From an optimization exercise on the open Yosys and OpenROAD flow, aimed at small area, a short achievable clock period and few clock cycles; shortcuts taken in it are not production practice. Only simulation tests tie the RTL to the original design; equivalence was not proved.

==> flow/design.v, too long to show whole: its modules and the start of the top module <==
// module ccore: 1333 lines
module ccore (
    input  wire        clk,
    input  wire        rst,       
    input  wire        we,        
    input  wire [9:0]  addr,      
    input  wire [31:0] wdata,     
    output reg  [31:0] rdata      
);
  // ...
==> flow/run.sh <==
#!/bin/bash
# synth_recipe.tcl (not shown) runs the flow's synth.tcl, then flattens the netlist and writes it again
# the make line also repeats each setting of config.mk as NAME=value (left out here)
make -C /OpenROAD-flow-scripts/flow DESIGN_CONFIG=/design/flow/config.mk WORK_HOME=/design/flow/orfs CLKGATE_MAP_FILE= SYNTH_SCRIPT=/design/flow/synth_recipe.tcl finish
==> flow/config.mk <==
export PLATFORM = sky130hd
export DESIGN_NAME = ccore
export DESIGN_NICKNAME = ccore
export VERILOG_FILES = /design/flow/design.v
export SDC_FILE = /design/flow/constraint.sdc
export NUM_CORES = 8
export LEC_CHECK = 0
export CAP_MARGIN = 20
export CORE_MARGIN = 2
export CORE_UTILIZATION = 40
export SETUP_SLACK_MARGIN = 2
export SLEW_MARGIN = 20
export TNS_END_PERCENT = 100
==> flow/constraint.sdc <==
create_clock -name core_clock -period 12.0 [get_ports {clk}]
set_input_delay 2.4000 -clock core_clock [delete_from_list [all_inputs] [get_ports {clk}]]
set_output_delay 2.4000 -clock core_clock [all_outputs]
set_load 0.01 [all_outputs]
==> reports/metrics.csv, run 1 <==
stage;metric;value;unit
clock_tree;Root Buffer;clkbuf_16;
grt;met3 usage;0.146;
timing;final setup margin;1.82;ns
timing;final setup fails;0;
final_layout;register area;0.0423;sq mm
critical_path;CP Data Arrival Time;7.78;ns
worst_hold_path;worst hold path depth;2;
placed_design;GP Congestion;1.14;
final_layout;multi-input gate share of total cell area;0.476;
final_layout;Largest cell class;multi-input combinational cells;
grt;vias in the first global route;94200;
timing;Slew Viols, Final;0;
grt;Total Routing Usage GR;0.464;
flow_run;maxcap violations;0;
die;initial core utilization;0.403;
synth;post-synthesis sequential area ratio;0.414;
critical_path;Crit. Startpoint;addr[5];
detailed_routing;met2 WL;259000;um
critical_path;CP Capture Type;output pin;
die;die span in y;510;um
final_layout;Layout area overhead;16.5;%
final_layout;proportion of layout cells with a drive suffix above 1;0.145;
synth;top cell type's share of synthesized area;0.365;
synth;main combinational cell family by area after synthesis;compound AO/OA/AOI/OAI gates;
timing;fin crit share;0.848;
critical_path;end of the critical path;rdata[7];
detailed_routing;Vias/cell;7.13;
clock_tree;worst skew pair latency;0.90;ns
placed_design;Area after DPL;0.112;sq mm
synth;Synth Area in Compound Gates;0.202;
detailed_routing;1st-pass router iterations;9;
critical_path;worst-path fanout max;20;
synth;Most used DFF post-synth;edfxtp_1;
final_layout;Nets;11600;
final_layout;Non-CTS inverters;490;
critical_path;CP startpoint kind;input port;
detailed_routing;wl on met1;224000;um
synth;top cell type by total area after synthesis;edfxtp_1;
final_layout;CLK BUF;209;
outcome;outcome;no timing/DRC/antenna violations;
timing;worst rel slew slack;0.116;
Testbench counts, summed over its fixed seeds: cycles 18,235.
==> run 2, diff against run 1 <==
--- a/flow/design.v
+++ b/flow/design.v
@@ -837,16 +837,17 @@
     wire        e_last = (gx == g_end);
     wire        kk1    = (kk[5:0] == 6'd1);
     wire [31:0] b_sh1  = {b_val[30:0], 1'b0};
     wire [31:0] ln1    = gr ^ b_val;
     wire [31:0] ln2    = gr ^ b_sh1;
     wire [31:0] ln3    = gr ^ b_val ^ b_sh1;
     wire [3:0]  ln_v   = {~kk1, ~kk1, 1'b1, gx != 32'd1};
     wire        enum_ph = (state == S_ENUM) || (state == S_DRAIN);
+    wire [5:0]  pc0 = popcount(anlz_tab ? gr : a_val);    
     reg  [4:0]  sel;
     integer si;
     always @* begin
         sel = 5'd0;
         for (si = 31; si >= 1; si = si - 1)
             if (pend_left[si]) sel = si;
     end
     wire [31:1] svc = sv ? (31'd1 << sel_r) >> 1 : 31'd0;
@@ -1153,17 +1154,17 @@
                                 st_err   <= 1'b0;
                                 st_code  <= 3'd0;
                                 if (wdata[7:3] != 5'd0) begin
                                     fault(F_ILLEGAL_CMD);
                                 end else begin
                                     case (wdata[2:0])
                                         OP_NOP: ;
                                         OP_BLEN: r_r <= {26'd0, a_bl};
-                                        OP_POPC: r_r <= {26'd0, popcount(a_val)};
+                                        OP_POPC: r_r <= {26'd0, pc0};
                                         OP_SLEN: begin
                                             if (!a_wf) fault(F_BAD_OPERAND);
                                             else r_r <= {26'd0, a_len};
                                         end
                                         OP_BINOM: begin
                                             if (i_r > n_r)        fault(F_BAD_OPERAND);
                                             else if (n_r > 6'd32) fault(F_OVERFLOW);
                                             else r_r <= {2'd0, rom_c};
@@ -1241,17 +1242,17 @@
                     else state <= S_FA;
                 end
                 S_ENUM: begin
                     sv <= |pend_left;
                     sel_r <= sel;
                     if (!stall) begin
                         gr  <= e_next;
                         gx  <= gx + 32'd1;
-                        lp0 <= popcount(gr);
+                        lp0 <= pc0;
                         lp1 <= popcount(ln1);
                         lp2 <= popcount(ln2);
                         lp3 <= popcount(ln3);
                         lv  <= ln_v;
                         if (e_last) state <= S_DRAIN;
                     end
                 end
                 S_DRAIN: begin
==> flow/config.mk (replaced) <==
export PLATFORM = sky130hd
export DESIGN_NAME = ccore
export DESIGN_NICKNAME = ccore
export VERILOG_FILES = /design/flow/design.v
export SDC_FILE = /design/flow/constraint.sdc
export NUM_CORES = 8
export LEC_CHECK = 0
export CAP_MARGIN = 5
export CORE_MARGIN = 2
export CORE_UTILIZATION = 40
export SETUP_SLACK_MARGIN = 3
export SLEW_MARGIN = 5
export TNS_END_PERCENT = 100
==> reports/metrics.csv, run 2 <==
stage;metric;value;unit;change
synth;post-synthesis sequential area ratio;0.398;;-0.0152
grt;Global Route met1 Usage;0.621;;
detailed_routing;1st-iter DRT viols;19900;;
placed_design;Port Buffers;76;;
grt;grt met2 use;0.659;;
synth;Ys Warns;1;;
final_layout;FILL cells;24600;;
clock_tree;Root Buffer;clkbuf_16;;
critical_path;Max stage delay on crit path;0.47;ns;
flow_run;maxcap violations;0;;unchanged
synth;top cell type's share of synthesized area;0.352;;-0.0134
final_layout;proportion of layout cells with a drive suffix above 1;0.190;;+0.0459
clock_tree;# hold bufs at CTS;0;;
final_layout;highest-count cells in the layout ignoring fill and taps;1245 x edfxtp_1, 937 x buf_4, 892 x nand2_1, 639 x nor2_1, 519 x a21oi_1;;
clock_tree;TritonCTS clock tree;yes;;
critical_path;Worst path slowest cell;clkdlybuf4s50_1;;
detailed_routing;vias;112000;;
grt;Total Routing Usage GR;0.483;;+0.0185
clock_tree;worst skew pair latency;1.00;ns;+0.10 ns
synth;Post-Syn Nets;11900;;
critical_path;worst-path fanout max;8;;-60%
grt;largest net degree at the start of global routing;81;;
timing;final setup margin;2.70;ns;+0.876 ns
timing;fmax;0.108;GHz;
synth;Synth area leaders;edfxtp_1 35%, ha_1 5.3%, dfxtp_1 4.7%, fa_1 4.6%, nand2_1 3.3%;;
placed_design;Inst Count DP;14700;;
synth;Most used DFF post-synth;edfxtp_1;;
die;Die X;519;um;
grt;first-pass GRT wire length;899000;um;
detailed_routing;Vias/cell;7.26;;+1.8%
die;Die ar.;0.270;sq mm;
synth;Synth Instances;11200;;
critical_path;Worst EP required;9.60;ns;
detailed_routing;ANT nets after route;0;;
timing;fin crit share;0.775;;-0.0730
synth;Synth cell types;103;;
final_layout;Nets;12400;;+7.4%
timing;RSZ-0062 raised after global routing;yes;;
clock_tree;sinks on the clock net;1492;;
detailed_routing;1st-pass router iterations;9;;unchanged
synth;top-count cell post-synth;edfxtp_1;;
die;Core ar.;0.265;sq mm;
clock_tree;Max clock buf depth;4;;
timing;worst slew pin tran;1.37;ns;
critical_path;critical path cell sequence;buf_16 -> mux2i_4 -> o21a_4 -> nand3_4 -> buf_4 -> buf_4 -> nor4_2 -> buf_4 -> a21oi_1 -> nand4_1 -> nor4_2 -> nand4_1 -> buf_4 -> nor2_1 -> a311oi_2 -> buf_4 -> o21ai_4 -> nand3_2 -> buf_12 -> clkdlybuf4s50_1;;
final_layout;Finished Core Util;0.487;;
critical_path;CP Capture Type;output pin;;
detailed_routing;drt wl/cell;44.1;um;
final_layout;final design instance area without fill;0.129;sq mm;
clock_tree;Num CTS Buffers;173;;
worst_hold_path;worst hold-check path type;reg2reg;;
timing;final setup fails;0;;unchanged
grt;GR peak layer;met2;;
grt;initial antenna violation count;66;;
critical_path;CP startpoint kind;input port;;
grt;grt total ovfl;0;;
placed_design;Area after DPL;0.116;sq mm;+3.1%
critical_path;CP Data Arrival Time;6.90;ns;-0.88 ns
synth;top cell type by total area after synthesis;edfxtp_1;;
synth;async set-reset flop share out of synthesis;0;;
synth;Post-synth top cells;1245 x edfxtp_1, 939 x nand2_1, 716 x nor2_1;;
timing;Total Neg Setup Slack;0;ns;
timing;Final min period;9.30;ns;
grt;vias in the first global route;102000;;+8.5%
clock_tree;H-tree depth;4;;
grt;met3 usage;0.184;;+0.0374
timing;worst rel slew slack;0.0875;;-0.0285
synth;register bit count reported by yosys;1492;;
final_layout;Layout area overhead;21.2;%;
synth;Mean Syn Cell Area;9.48;sq um;
synth;EDFF count, synth;1245;;
die;# IOs;77;;
critical_path;Crit path max-delay family;buffers and inverters;;
clock_tree;CTS clk-pin slew, worst paths;0.06;ns;
critical_path;CP Buf/Inv Count;8;;
outcome;outcome;no timing/DRC/antenna violations;;
detailed_routing;final WL;678000;um;
die;die span in y;519;um;+1.9%
placed_design;GP Congestion;1.12;;-1.6%
die;initial core utilization;0.402;;-0.00114
critical_path;WS Path Type;in2out;;
timing;Slew Viols, Final;0;;unchanged
detailed_routing;DR DRC count;0;;
placed_design;Detailed Place HPWL;492000;um;
placed_design;Place WS;-0.0208;ns;
die;row count;189;;
critical_path;most used cell, CP;buf_4;;
final_layout;Post-Layout Cell Count;15400;;
timing;Final Hold Vio Count;0;;
final_layout;most common cell after layout, fill and taps aside;edfxtp_1;;
synth;synthesized cell area;0.106;sq mm;
timing;Worst Skew;0.179;ns;
run 2: cell count changes after synthesis, moves of 37 or more:
cell,previous run,this run
nand4_1,267,313
nand3_1,330,429
a21o_1,159,227
and4_1,13,53
xnor2_1,328,238
xor2_1,150,194
clkbuf_1,551,672
a2111o_1,2,39
buf_1,82,124
nor4_1,119,220
o31ai_1,51,93
and3_1,66,131
run 2: worst paths after layout:
path	start	to	slack (ns)	cells past startpoint
worst max-delay path	addr[8]	rdata[13]	2.70	20
worst min-delay path	gq[21]	q_r[25]	0.43	2
worst max register to register	b_val[9]	state[1]	3.07	29
worst min register to register	gq[21]	q_r[25]	0.43	2
run 2: layout make-up:
| type | instances | area [sq um] | share of cell area |
|---|---|---|---|
| antenna | 36 | 90.1 | 0.000700 |
| clock buffer | 215 | 4610 | 0.0358 |
| clock inverter | 93 | 883 | 0.00686 |
| inverter | 465 | 1790 | 0.0139 |
| multi-input combinational | 8325 | 62900 | 0.488 |
| sequential | 1492 | 42300 | 0.329 |
| tap | 3533 | 4420 | 0.0343 |
| timing repair buffer | 1233 | 11700 | 0.0912 |
run 2: cell families after synthesis:
family / Yosys count / synth area share
muxes: 237 / 0.0245
xor gates and xnor gates: 435 / 0.0362
adders and majority gates: 693 / 0.0987
buffers and inverters: 1406 / 0.0518
AOI/OAI and AO/OA: 3306 / 0.219
DFF: 1492 / 0.398
and+or+nand+nor: 3641 / 0.172
run 2: layer usage:
metal / part of all wire / routed length (um)
met1: 0.37 / 252000
met2: 0.39 / 265000
met3: 0.15 / 99000
met4: 0.091 / 61400
met5: 0.0013 / 889
run 2: worst min-delay path, cell delays in order (launching register included):
cell and delay, ns:
edfxtp_1 0.33, nand2_1 0.05, a21oi_1 0.12
run 2: timing repair:
action,4_1_cts,5_1_grt
gates resized for setup,771,162
endpoints found under the setup margin,1377,66
pin swaps,137,76
gates cloned,27,3
setup buffers,263,51
run 2: per-stage QoR:
step,hold slack [ns]
5_1_grt,0.468
3_5_place_dp,0.453
3_3_place_gp,0.442
2_1_floorplan,0.436
4_1_cts,0.424
6_report,0.430
Testbench counts of run 2, summed over its fixed seeds: cycles 18,235.
==> run 3, diff against run 2 <==
--- a/flow/config.mk
+++ b/flow/config.mk
@@ -5,9 +5,10 @@
 export SDC_FILE = /design/flow/constraint.sdc
 export NUM_CORES = 8
 export LEC_CHECK = 0
-export CAP_MARGIN = 5
+export ABC_AREA = 1
+export CAP_MARGIN = 10
 export CORE_MARGIN = 2
 export CORE_UTILIZATION = 40
 export SETUP_SLACK_MARGIN = 3
-export SLEW_MARGIN = 5
+export SLEW_MARGIN = 10
 export TNS_END_PERCENT = 100
==> reports/metrics.csv, run 3 <==
stage;metric;value;unit;change
clock_tree;TritonCTS clock tree;yes;;
detailed_routing;1st-iter DRT viols;20800;;+4.5%
placed_design;Inst Count DP;16200;;+9.9%
critical_path;CP Capture Type;flop;;
synth;top cell type by total area after synthesis;edfxtp_1;;
grt;GR peak layer;met2;;
placed_design;Port Buffers;76;;unchanged
critical_path;WS Path Type;in2reg;;
synth;Post-synth top cells;2431 x nand2_1, 1370 x inv_1, 1245 x edfxtp_1;;
grt;grt total ovfl;0;;unchanged
synth;Synth Instances;12300;;+9.3%
final_layout;proportion of layout cells with a drive suffix above 1;0.181;;-0.00936
timing;RSZ-0062 raised after global routing;yes;;
placed_design;Area after DPL;0.115;sq mm;-1.1%
grt;grt met2 use;0.773;;+0.115
detailed_routing;1st-pass router iterations;21;;+12
grt;Total Routing Usage GR;0.552;;+0.0692
clock_tree;# hold bufs at CTS;0;;unchanged
detailed_routing;vias;116000;;+3.7%
clock_tree;sinks on the clock net;1492;;unchanged
synth;Mean Syn Cell Area;8.33;sq um;-12%
grt;first-pass GRT wire length;965000;um;+7.3%
final_layout;Nets;13900;;+12%
clock_tree;Num CTS Buffers;161;;-6.9%
synth;post-synthesis sequential area ratio;0.415;;+0.0163
grt;vias in the first global route;108000;;+5.7%
outcome;layout check failures;max-capacitance violations, max-slew violations;;
detailed_routing;drt wl/cell;43.7;um;-0.87%
detailed_routing;DR DRC count;0;;unchanged
outcome;outcome;complete, but fails checks;;
clock_tree;CTS clk-pin slew, worst paths;0.06;ns;about the same
grt;met3 usage;0.274;;+0.0901
critical_path;Max stage delay on crit path;0.94;ns;+0.47 ns
critical_path;worst-path fanout max;31;;+23
clock_tree;Root Buffer;clkbuf_16;;
synth;top cell type's share of synthesized area;0.366;;+0.0144
timing;Worst Skew;0.102;ns;-0.0769 ns
die;initial core utilization;0.402;;+0.000510
die;Die X;509;um;-2.0%
final_layout;most common cell after layout, fill and taps aside;nand2_1;;
detailed_routing;ANT nets after route;0;;unchanged
timing;worst slew pin tran;1.59;ns;+0.225 ns
detailed_routing;Vias/cell;6.92;;-4.7%
die;# IOs;77;;unchanged
clock_tree;worst skew pair latency;0.93;ns;-0.07 ns
critical_path;CP startpoint kind;input port;;
detailed_routing;final WL;732000;um;+7.9%
clock_tree;H-tree depth;4;;unchanged
critical_path;CP Data Arrival Time;10.11;ns;+3.21 ns
final_layout;Post-Layout Cell Count;16800;;+8.8%
flow_run;maxcap violations;2;;+2
synth;EDFF count, synth;1245;;unchanged
synth;async set-reset flop share out of synthesis;0;;unchanged
synth;Post-Syn Nets;13000;;+8.7%
die;row count;185;;-2.1%
die;Core ar.;0.254;sq mm;-4.0%
die;die span in y;509;um;-2.0%
synth;register bit count reported by yosys;1492;;unchanged
critical_path;Worst EP required;12.75;ns;+3.15 ns
synth;Ys Warns;1;;unchanged
grt;largest net degree at the start of global routing;122;;+51%
timing;worst rel slew slack;-0.0738;;-0.161
synth;Synth cell types;77;;-25%
grt;initial antenna violation count;110;;+67%
timing;fin crit share;0.780;;+0.00519
grt;Global Route met1 Usage;0.596;;-0.0241
worst_hold_path;worst hold-check path type;reg2reg;;
synth;synthesized cell area;0.102;sq mm;-3.9%
clock_tree;Max clock buf depth;3;;-1
final_layout;highest-count cells in the layout ignoring fill and taps;2329 x nand2_1, 1256 x inv_1, 1245 x edfxtp_1, 1037 x buf_4, 956 x nor2_1;;
synth;top-count cell post-synth;nand2_1;;
synth;Most used DFF post-synth;edfxtp_1;;
final_layout;Layout area overhead;23.6;%;
synth;Synth area leaders;edfxtp_1 37%, nand2_1 8.9%, ha_1 5.5%, inv_1 5.0%, dfxtp_1 4.8%;;
placed_design;Detailed Place HPWL;559000;um;+14%
timing;final setup fails;0;;unchanged
timing;Final min period;9.36;ns;+0.0623 ns
die;Die ar.;0.259;sq mm;-3.9%
final_layout;final design instance area without fill;0.126;sq mm;-2.0%
timing;Final Hold Vio Count;0;;unchanged
critical_path;Worst path slowest cell;inv_1;;
critical_path;critical path cell sequence;clkdlybuf4s50_1 -> inv_1 -> nor3_1 -> nor3_1 -> inv_1 -> nor2_1 -> clkinv_1 -> nor2_1 -> buf_4 -> clkinv_1 -> nor2_1 -> buf_4 -> nor2_1 -> inv_1 -> nor2_2 -> inv_1 -> buf_4 -> nand2_1 -> o221ai_1 -> inv_1 -> o2111ai_1 -> nor2_1 -> a22oi_1;;
timing;fmax;0.107;GHz;-0.66%
timing;Slew Viols, Final;15;;+15
placed_design;GP Congestion;1.21;;+8.2%
==> run 3: cell types whose count changed in the layout (fill, tap and decap cells not counted), sizes merged, moves of 131 or more <==
| cell | delta |
|---|---|
| nand2 | +1498 |
| nor2 | +445 |
| and3 | -131 |
| a22oi | -304 |
| mux2i | -165 |
| a21oi | +295 |
| a21o | -193 |
| o21ai | +263 |
| inv | +942 |
==> run 3: metal layers <==
layer | vias up | routed length [um]
met5 | - | 769
met4 | 55 | 92200
met3 | 4117 | 112000
met2 | 12000 | 291000
met1 | 54900 | 236000
li1 | 44800 | -
==> run 3: area by class of cell <==
class                           instances  area, sq um
Inverter                             1462         5700
Clock buffer                          202         4270
Multi-Input combinational cell       8766        56800
Timing Repair inverter                  2         12.5
Timing Repair Buffer                 1285        11500
Fill cell                           23200       128000
Tap cell                             3366         4210
Clock inverter                         92         1190
Antenna cell                           85          213
Sequential cell                      1492        42300
==> run 3: per-stage QoR <==
step	setup slack, ns	setup TNS [ns]	util	hold slack (ns)
CTS	2.78	0	0.488	0.470
detailed placement	0.201	0	0.451	0.462
floorplan	3.85	0	-	0.425
global route	2.85	0	0.496	0.509
finish	2.64	0	0.497	0.472
global placement	-0.310	-1.10	0.451	0.455
==> run 3: worst paths after layout <==
kind | start | to | slack [ns] | cells after the start
worst max-delay path | wdata[0] | gr[19] | 2.64 | 23
worst min-delay path | pend[1] | pend[1] | 0.47 | 2
worst max register to register | b_val[29] | esel | 3.12 | 28
worst min register to register | pend[1] | pend[1] | 0.47 | 2
==> run 3: cells by family after synthesis <==
family,after synthesis,synth area share
DFF,1492,0.415
and+or+nand+nor,4906,0.206
muxes,6,0.000588
buffers and inverters,1994,0.0743
adders and majority gates,693,0.103
xor gates and xnor gates,424,0.0365
AOI/OAI and AO/OA,2736,0.166
==> run 3: what timing repair did <==
action,CTS,global route
pin swaps,103,87
cloned,3,0
endpoints found under the setup margin,2053,136
buffers inserted,137,70
resized for setup,796,316
==> run 3: critical path: cells and delay by family <==
family | cells | cell delay (ns)
AOI/OAI and AO/OA | 3 | 0.42
buffers and inverters | 11 | 5.23
and+or+nand+nor | 9 | 1.97
==> run 4, diff against run 3 <==
--- a/flow/config.mk
+++ b/flow/config.mk
@@ -5,10 +5,9 @@
 export SDC_FILE = /design/flow/constraint.sdc
 export NUM_CORES = 8
 export LEC_CHECK = 0
-export ABC_AREA = 1
 export CAP_MARGIN = 10
 export CORE_MARGIN = 2
 export CORE_UTILIZATION = 40
-export SETUP_SLACK_MARGIN = 3
+export SETUP_SLACK_MARGIN = 2.5
 export SLEW_MARGIN = 10
 export TNS_END_PERCENT = 100
==> reports/metrics.csv, run 4 <==
stage;metric;value;unit;change
placed_design;Area after DPL;0.116;sq mm;+1.2%
critical_path;CP startpoint kind;input port;;
placed_design;GP Congestion;1.12;;-7.5%
clock_tree;worst skew pair latency;0.95;ns;+0.02 ns
die;die span in y;519;um;+2.0%
critical_path;Worst path slowest cell;o21ai_0;;
clock_tree;# hold bufs at CTS;0;;unchanged
clock_tree;Root Buffer;clkbuf_16;;
synth;top cell type by total area after synthesis;edfxtp_1;;
detailed_routing;1st-pass router iterations;8;;-62%
critical_path;Worst EP required;9.60;ns;-3.15 ns
critical_path;worst-path fanout max;32;;+3.2%
detailed_routing;final WL;672000;um;-8.1%
critical_path;CP Data Arrival Time;7.42;ns;-2.69 ns
clock_tree;Max clock buf depth;4;;+1
synth;Synth area leaders;edfxtp_1 35%, ha_1 5.3%, dfxtp_1 4.7%, fa_1 4.6%, nand2_1 3.3%;;
clock_tree;H-tree depth;4;;unchanged
detailed_routing;vias;111000;;-4.4%
clock_tree;Num CTS Buffers;176;;+9.3%
critical_path;CP Capture Type;output pin;;
placed_design;Detailed Place HPWL;493000;um;-12%
clock_tree;sinks on the clock net;1492;;unchanged
die;Die X;519;um;+2.0%
detailed_routing;1st-iter DRT viols;20200;;-3.1%
synth;register bit count reported by yosys;1492;;unchanged
grt;vias in the first global route;100000;;-7.0%
synth;post-synthesis sequential area ratio;0.398;;-0.0163
grt;first-pass GRT wire length;889000;um;-7.9%
timing;Worst Skew;0.148;ns;+0.0460 ns
die;Die ar.;0.270;sq mm;+4.0%
synth;Synth cell types;103;;+34%
worst_hold_path;worst hold-check path type;reg2reg;;
detailed_routing;Vias/cell;7.25;;+4.8%
flow_run;maxcap violations;0;;-2
timing;Slew Viols, Final;0;;-15
grt;largest net degree at the start of global routing;81;;-34%
synth;Synth Instances;11200;;-8.5%
detailed_routing;ANT nets after route;0;;unchanged
die;# IOs;77;;unchanged
final_layout;Nets;12300;;-11%
die;Core ar.;0.265;sq mm;+4.2%
die;row count;189;;+2.2%
timing;RSZ-0062 raised after global routing;yes;;
final_layout;highest-count cells in the layout ignoring fill and taps;1245 x edfxtp_1, 905 x nand2_1, 899 x buf_4, 649 x nor2_1, 531 x a21oi_1;;
detailed_routing;drt wl/cell;44.0;um;+0.73%
final_layout;proportion of layout cells with a drive suffix above 1;0.170;;-0.0107
synth;Ys Warns;1;;unchanged
clock_tree;TritonCTS clock tree;yes;;
timing;final setup fails;0;;unchanged
synth;synthesized cell area;0.106;sq mm;+4.1%
timing;worst slew pin tran;1.33;ns;-0.259 ns
critical_path;most used cell, CP;buf_12;;
timing;worst rel slew slack;0.109;;+0.182
placed_design;Port Buffers;76;;unchanged
grt;initial antenna violation count;64;;-42%
timing;fmax;0.102;GHz;-4.7%
timing;Final Hold Vio Count;0;;unchanged
grt;grt total ovfl;0;;unchanged
synth;top cell type's share of synthesized area;0.352;;-0.0144
critical_path;Max stage delay on crit path;0.77;ns;-0.17 ns
synth;Mean Syn Cell Area;9.48;sq um;+14%
final_layout;Layout area overhead;18.9;%;
synth;Post-synth top cells;1245 x edfxtp_1, 939 x nand2_1, 716 x nor2_1;;
synth;EDFF count, synth;1245;;unchanged
synth;top-count cell post-synth;edfxtp_1;;
die;initial core utilization;0.402;;-0.000510
critical_path;WS Path Type;in2out;;
grt;Total Routing Usage GR;0.477;;-0.0747
synth;async set-reset flop share out of synthesis;0;;unchanged
final_layout;most common cell after layout, fill and taps aside;edfxtp_1;;
synth;Most used DFF post-synth;edfxtp_1;;
outcome;outcome;no timing/DRC/antenna violations;;
final_layout;FILL cells;24700;;+6.4%
timing;fin crit share;0.819;;+0.0385
synth;Post-Syn Nets;11900;;-8.0%
critical_path;critical path cell sequence;buf_12 -> mux2i_4 -> o21ai_4 -> buf_12 -> nand2_1 -> buf_12 -> o21ai_0 -> nand3_1 -> nand4_1 -> nor4_1 -> nand3_1 -> buf_4 -> mux2i_1 -> o211ai_1 -> buf_4 -> clkdlybuf4s50_1;;
detailed_routing;DR DRC count;0;;unchanged
final_layout;final design instance area without fill;0.126;sq mm;about the same
timing;Final min period;9.82;ns;+0.462 ns
clock_tree;CTS clk-pin slew, worst paths;0.06;ns;about the same
==> run 4: cell count changes after synthesis, moves of 100 or more <==
cell      change
and3_1      +131
a22oi_1     +304
nand3_1     -116
xor2_1      -100
mux2i_1     +165
inv_1       -919
nor3_1      +130
o21ai_0     -261
xnor2_1     +110
a21o_1      +193
a21oi_1     -295
nand2_1    -1492
nor2_1      -430
clkbuf_1    +250
==> run 4: critical path: cells and delay by family <==
| kind | cells | cell delay (ns) |
|---|---|---|
| multiplexers | 2 | 0.34 |
| buffers and inverters | 6 | 1.64 |
| AO/OA/AOI/OAI | 3 | 1.76 |
| AND/OR/NAND/NOR | 5 | 1.20 |
==> run 4: logic make-up after synthesis <==
kind of cell,Yosys count,synth area share
compound gates,3306,0.219
xor+xnor,435,0.0362
fa+ha+maj,693,0.0987
buf+inv,1406,0.0518
flops,1492,0.398
mux,237,0.0245
simple gates,3641,0.172
==> run 4: worst paths after layout <==
check / to / depth (start not counted) / startpoint / slack, ns
worst max-delay path: rdata[14] / 16 / addr[8] / 2.18
worst min register to register: cw_len[3] / 2 / cw_len[3] / 0.46
worst max register to register: gr[9] / 30 / gx[1] / 2.65
worst min-delay path: cw_len[3] / 2 / cw_len[3] / 0.46
==> run 4: final cells by class <==
cell class / instances / area (sq um) / share of cell area
multi-input combinational: 8323 / 61700 / 0.488
sequential: 1492 / 42300 / 0.335
timing repair buffer: 1131 / 10400 / 0.0825
clock buffer: 226 / 4720 / 0.0374
tap: 3533 / 4420 / 0.0350
inverter: 465 / 1780 / 0.0141
clock inverter: 84 / 861 / 0.00682
antenna: 26 / 65.1 / 0.000515
==> run 4: per-stage QoR <==
| step | setup TNS [ns] | setup slack, ns | utilization | hold WS [ns] | cells |
|---|---|---|---|---|---|
| floorplan | 0 | 3.64 | - | 0.436 | 11200 |
| global route | 0 | 2.34 | 0.477 | 0.484 | 15300 |
| finish | 0 | 2.18 | 0.477 | 0.459 | 15300 |
| detailed placement | 0 | 0.00264 | 0.438 | 0.450 | 14700 |
| CTS | 0 | 2.45 | 0.471 | 0.453 | 15100 |
| global placement | -0.0139 | -0.0139 | 0.438 | 0.442 | 14700 |
==> run 4: timing repair <==
item	in CTS	in global routing
setup endpoints to repair	1195	51
resized for setup	460	133
gates cloned	15	10
pin swaps	74	37
setup buffers	115	97
==> run 4: routing by layer <==
| metal | routed length (um) | global-route usage | vias up |
|---|---|---|---|
| met5 | 547 | 0.00316 | - |
| met3 | 96300 | 0.172 | 2214 |
| met1 | 252000 | 0.620 | 55000 |
| met2 | 263000 | 0.653 | 9619 |
| li1 | - | - | 43900 |
| met4 | 60400 | 0.334 | 38 |

-- re-timing with driven ports --
The results above use ideal ports. As a check the final layouts listed here were re-extracted and re-timed, cells and wires unchanged.
Step 1: set_driving_cell puts a clkbuf_16 on clk and a buf_2 on each other input, an assumption about the parent block.
Step 2 times the ports against the registers' clock, not the clock port: input delays grow and output delays shrink by t, the midpoint of the rising clock arrivals with the driver on.
a / b / c = ideal / step 1 / step 2; a / b = the first two.
run | t (ns) | setup WS [ns] | slew at the worst register clock pin (ns) | pins driven straight from the clock port
run 1 | 0.922 | 1.825 / 1.635 / 1.635 | 0.08 / 0.08 | 1
run 2 | 1.006 | 2.701 / 2.525 / 2.431 | 0.08 / 0.08 | 1
run 3 | 0.977 | 2.638 / 2.577 / 1.729 | 0.09 / 0.09 | 1
run 4 | 0.974 | 2.177 / 2.122 / 2.122 | 0.07 / 0.07 | 1
The setup slack of run 3, which loses most, moves by -0.061 ns with the drivers and by -0.909 ns with both steps.
